Background: an optimization exercise with open tools, aiming at small area, a short achievable clock period and few clock cycles per item. Do not read the settings as production practice.
In this exercise RTL edits were held to simulation tests only and were not proved equivalent to the original.

Setup of cedar:
// npe_enc
module npe_enc #(
    parameter COMP_MAX = 8,
    parameter TEXT_MAX = 16,
    parameter LW       = 5
) (
    input  wire                  clk,
    input  wire                  rst,
    input  wire                  cmd_valid,
    output wire                  cmd_ready,
    input  wire [3:0]            cmd_op,
    input  wire [15:0]           cmd_n,
    input  wire [15:0]           cmd_x,
    input  wire [15:0]           cmd_y,
    input  wire [15:0]           cmd_r,
    input  wire                  cmd_vis,
    input  wire [1:0]            cmd_ckind,
    input  wire [2:0]            cmd_cname,
    input  wire [15:0]           cmd_cpacked,
    input  wire [7:0]            cmd_cr,
    input  wire [7:0]            cmd_cg,
    input  wire [7:0]            cmd_cb,
    input  wire [3:0]            cmd_chex_len,
    input  wire [63:0]           cmd_chex,
    input  wire [LW-1:0]         cmd_comp_len,
    input  wire [8*COMP_MAX-1:0] cmd_comp,
    input  wire [LW-1:0]         cmd_text_len,
    input  wire [8*TEXT_MAX-1:0] cmd_text,
    output wire                  tx_valid,
    output wire [7:0]            tx_data,
    input  wire                  tx_ready,
    output wire                  enc_busy,
    output reg                   err_v,
    output reg  [1:0]            err_code
);
For scale: about 1,600 cells after synthesis, about 400 I/O pins, about 0.017 sq mm of cells after synthesis.
==> flow/config.mk <==
export PLATFORM = sky130hd
export DESIGN_NAME = npe_enc
export DESIGN_NICKNAME = npe_enc
export VERILOG_FILES = /design/flow/design.v
export SDC_FILE = /design/flow/constraint.sdc
export NUM_CORES = 4
export LEC_CHECK = 0
export ABC_AREA = 1
export CAP_MARGIN = 20
export CORE_MARGIN = 2
export CORE_UTILIZATION = 40
export SLEW_MARGIN = 20
==> flow/constraint.sdc <==
create_clock -name core_clock -period 20.0 [get_ports {clk}]
set_input_delay 4.0000 -clock core_clock [delete_from_list [all_inputs] [get_ports {clk}]]
set_output_delay 4.0000 -clock core_clock [all_outputs]
set_load 0.01 [all_outputs]
standard.sh (not shown) runs the stock make flow with config.mk's settings and CLKGATE_MAP_FILE= SYNTH_SCRIPT=/design/flow/synth_recipe.tcl, a recipe that flattens the netlist after the stock synthesis.
==> flow/flow/run.sh <==
#!/bin/bash
set -euo pipefail
W=$PWD
rm -rf "$W/scripts_abc"
cp -r "$FLOW_HOME/scripts" "$W/scripts_abc"
cp "$W/flow/abc_area.script" "$W/scripts_abc/abc_area.script"
bash standard.sh SCRIPTS_DIR="$W/scripts_abc" synth > synth.log 2>&1
export BUFFER_PORTS_ARGS="-buffer_cell sky130_fd_sc_hd__buf_1"
bash standard.sh > layout.log 2>&1
==> flow/flow/abc_area.script <==
strash
&get -n
&fraig -x
&put
scorr
dc2
strash
&get -n
&dch -f
&nf -R 1000
&put
strash
&get -n
&dch -f
&nf -R 1000
&put
Testbench counts of cedar, summed over its fixed seeds: cycles 26,281, items 1,280.
diff inputs: cedar => garnet
-- flow/design.v --
<<< cedar, line 285
    wire        fin     = fin_seg && (sp[1:0] == 2'd2);
    wire take      = !busy || (fin && tx_ready);
    assign cmd_ready = take && !rst;
    assign tx_valid  = busy && !rst;
>>> garnet, line 285
    wire        fin     = fin_seg && (sp[1:0] == 2'd2);
    wire take      = !busy || (fin && tx_ready);
    wire load      = !busy || fin;
    assign cmd_ready = take && !rst;
    assign tx_valid  = busy && !rst;
<<< cedar, line 381
    end
    always @(posedge clk) begin
        if (take) begin
            op_q         <= cmd_op;
            comp_q[63:48] <= cmd_comp[63:48];
            comp_q[47:0] <= reads_xyr ? {cmd_r, cmd_y, cmd_x} :
>>> garnet, line 382
    end
    always @(posedge clk) begin
        if (take)
            op_q <= cmd_op;
    end
    always @(posedge clk) begin
        if (load) begin
            comp_q[63:48] <= cmd_comp[63:48];
            comp_q[47:0] <= reads_xyr ? {cmd_r, cmd_y, cmd_x} :
Notes after the runs:
- Higher synthesized cell count among garnet and cedar: garnet
- The run showing the greater worst reg-to-reg path cell count is garnet.
- garnet vs cedar: post-route cell area down in garnet
- Comparing garnet with cedar, the net total in the final layout came out essentially unchanged.
- Final estimated routing congestion in global placement ends up lower on garnet.
- Against cedar, garnet reports a critical path's largest stage delay that is higher.
- Slack of the critical path delta (garnet − cedar): favourable
- Comparing total number of vias for garnet and cedar, the bigger number came from garnet.
- Between cedar and garnet, the floorplan die area figures differ only marginally.
- Relative to cedar, worst slew margin relative to its limit has increased by 7.9 points in garnet.
Testbench counts of garnet, summed over its fixed seeds: cycles 26,281, items 1,280.

* * *

## v25
npe_enc, a different RTL version from the one above (not shown whole).
For scale: ~230 flip-flops, ~0.013 mm² of cells after synthesis.
==> flow/config.mk <==
export PLATFORM = sky130hd
export DESIGN_NAME = npe_enc
export DESIGN_NICKNAME = npe_enc
export VERILOG_FILES = /design/flow/design.v
export SDC_FILE = /design/flow/constraint.sdc
export NUM_CORES = 4
export LEC_CHECK = 0
export ABC_AREA = 1
export CAP_MARGIN = 20
export CORE_MARGIN = 2
export CORE_UTILIZATION = 55
export CTS_BUF_LIST = sky130_fd_sc_hd__clkbuf_8
export SLEW_MARGIN = 20
==> flow/constraint.sdc <==
create_clock -name core_clock -period 20.0 [get_ports {clk}]
set_input_delay 4.0000 -clock core_clock [delete_from_list [all_inputs] [get_ports {clk}]]
set_output_delay 4.0000 -clock core_clock [all_outputs]
set_load 0.01 [all_outputs]
==> flow/flow/run.sh <==
#!/bin/bash
set -euo pipefail
W=$PWD
rm -rf "$W/scripts_abc"
cp -r "$FLOW_HOME/scripts" "$W/scripts_abc"
cp "$W/flow/abc_area.script" "$W/scripts_abc/abc_area.script"
bash standard.sh SCRIPTS_DIR="$W/scripts_abc" ADDER_MAP_FILE= synth > synth.log 2>&1
export BUFFER_PORTS_ARGS="-buffer_cell sky130_fd_sc_hd__buf_1"
bash standard.sh > layout.log 2>&1
Scripts as last shown in full above: flow/flow/abc_area.script
Testbench counts of v25, summed over its fixed seeds: cycles 26,460, items 1,280.
Modified inputs, v39 compared to v25
--- a/flow/design.v
+++ b/flow/design.v
@@ -334,15 +334,15 @@
         else if (conv[15:12] != 4'd0) first = 4'd12;
         else if (conv[11:8]  != 4'd0) first = 4'd13;
         else if (conv[7:4]   != 4'd0) first = 4'd14;
         else                          first = 4'd15;
     end
     wire busy_d  = accept ? (new_err == ERR_NONE) : (busy && !(adv && fin_q));
     wire valid_d = refill ? adv : valid_q;
-    wire fin_d   = accept ? 1'b0 : adv ? (fin_seg && (sp[1:0] == 2'd1)) : fin_q;
+    wire fin_d   = take ? 1'b0 : adv ? (fin_seg && (sp[1:0] == 2'd1)) : fin_q;
     always @(posedge clk) begin
         fin_q <= fin_d;
         if (rst) begin
             busy     <= 1'b0;
             valid_q  <= 1'b0;
             rdy_q    <= 1'b1;
             err_v    <= 1'b0;
@@ -355,15 +355,15 @@
             if (accept)
                 err_code <= new_err;
         end
     end
     always @(posedge clk) begin
         if (adv)
             tx_q <= cur_byte;
-        if (accept) begin
+        if (take) begin
             seg <= first_empty ? 4'd1 : 4'd0;
             sp  <= 4'd0;
             ns  <= (cmd_op == OP_SETBCO) ? 2'd3 : 2'd0;
             ph  <= (cmd_op == OP_PAGE || reads_colour) ? 2'd0 : 2'd3;
         end else if (adv) begin
             if (seg_end) begin
                 seg <= seg + (skip ? 4'd2 : 4'd1);
@@ -371,20 +371,20 @@
             end else begin
                 sp  <= sp1;
             end
         end
         if (nload) begin
             ns    <= ns + 2'd1;
             ph    <= 2'd0;
-        end else if (!accept && ph != 2'd3) begin
+        end else if (!take && ph != 2'd3) begin
             ph    <= ph + 2'd1;
         end
     end
     always @(posedge clk) begin
-        if (accept)
+        if (take)
             op_q <= cmd_op;
     end
     always @(posedge clk) begin
         if (load) begin
             comp_q[63:48] <= cmd_comp[63:48];
             comp_q[47:0] <= reads_xyr ? {cmd_r, cmd_y, cmd_x} :
                             (cmd_op == OP_PAGE) ? {cmd_comp[47:16], cmd_n} :
==> comparison <==
v39 completed; timing, DRC and antenna clean
Re routed length on met1: v25 was lower than v39.
From v25 to v39 the numbers moved as follows: share of the clock period used by the worst path after layout higher; average wire per cell in the routed design roughly the same; clock tree cell share of total cell area roughly the same; clock skew higher.
Compared with v25, v39 shows met2 layer wire length in the routed design that has gone down slightly.
The number of diodes number comes out higher for v39 vs v25.
met1 track demand over resource, v25 and v39, lower one = v25.
In the tables for v25 and v39, portion of the layout cell area used by non-clock buffers reads higher with v39.
Sort v25 and v39 by layout clock buffer count desc -> top: v39
v39 — number of non-clock inverters in the layout 1 higher, v25 as reference
The higher worst endpoint data arrival time came out of v39.
Testbench counts of v39, summed over its fixed seeds: cycles 26,460, items 1,280.

## re-timing with driven ports
How much do the figures lean on ideal ports? The routed layouts below were timed once more, with nothing changed but the port constraints. Step 1: set_driving_cell puts a clkbuf_16 on clk and a buf_2 on each other input, an assumption about the parent block. Step 2, shift: input delay + t, output delay - t, t = (earliest + latest rising clock arrival at the registers) / 2. This alone moves slack from input paths to output paths. Three values: no drivers, after step 1, after step 2; two values: the first two.
run | shift t [ns] | setup slack, ns | clock arrival spread, ns
cedar | 0.626 | 10.512 / 10.452 / 11.078 | 0.020 / 0.020
garnet | 0.613 | 10.954 / 10.904 / 11.339 | 0.022 / 0.023
v25 | 0.587 | 11.477 / 11.455 / 11.455 | 0.019 / 0.019
v39 | 0.586 | 11.227 / 11.202 / 11.202 | 0.045 / 0.044
After both steps setup and hold are still met in every run listed. For v39, which loses most, drivers alone change the setup slack by -0.025 ns; drivers and shift together by -0.025 ns.
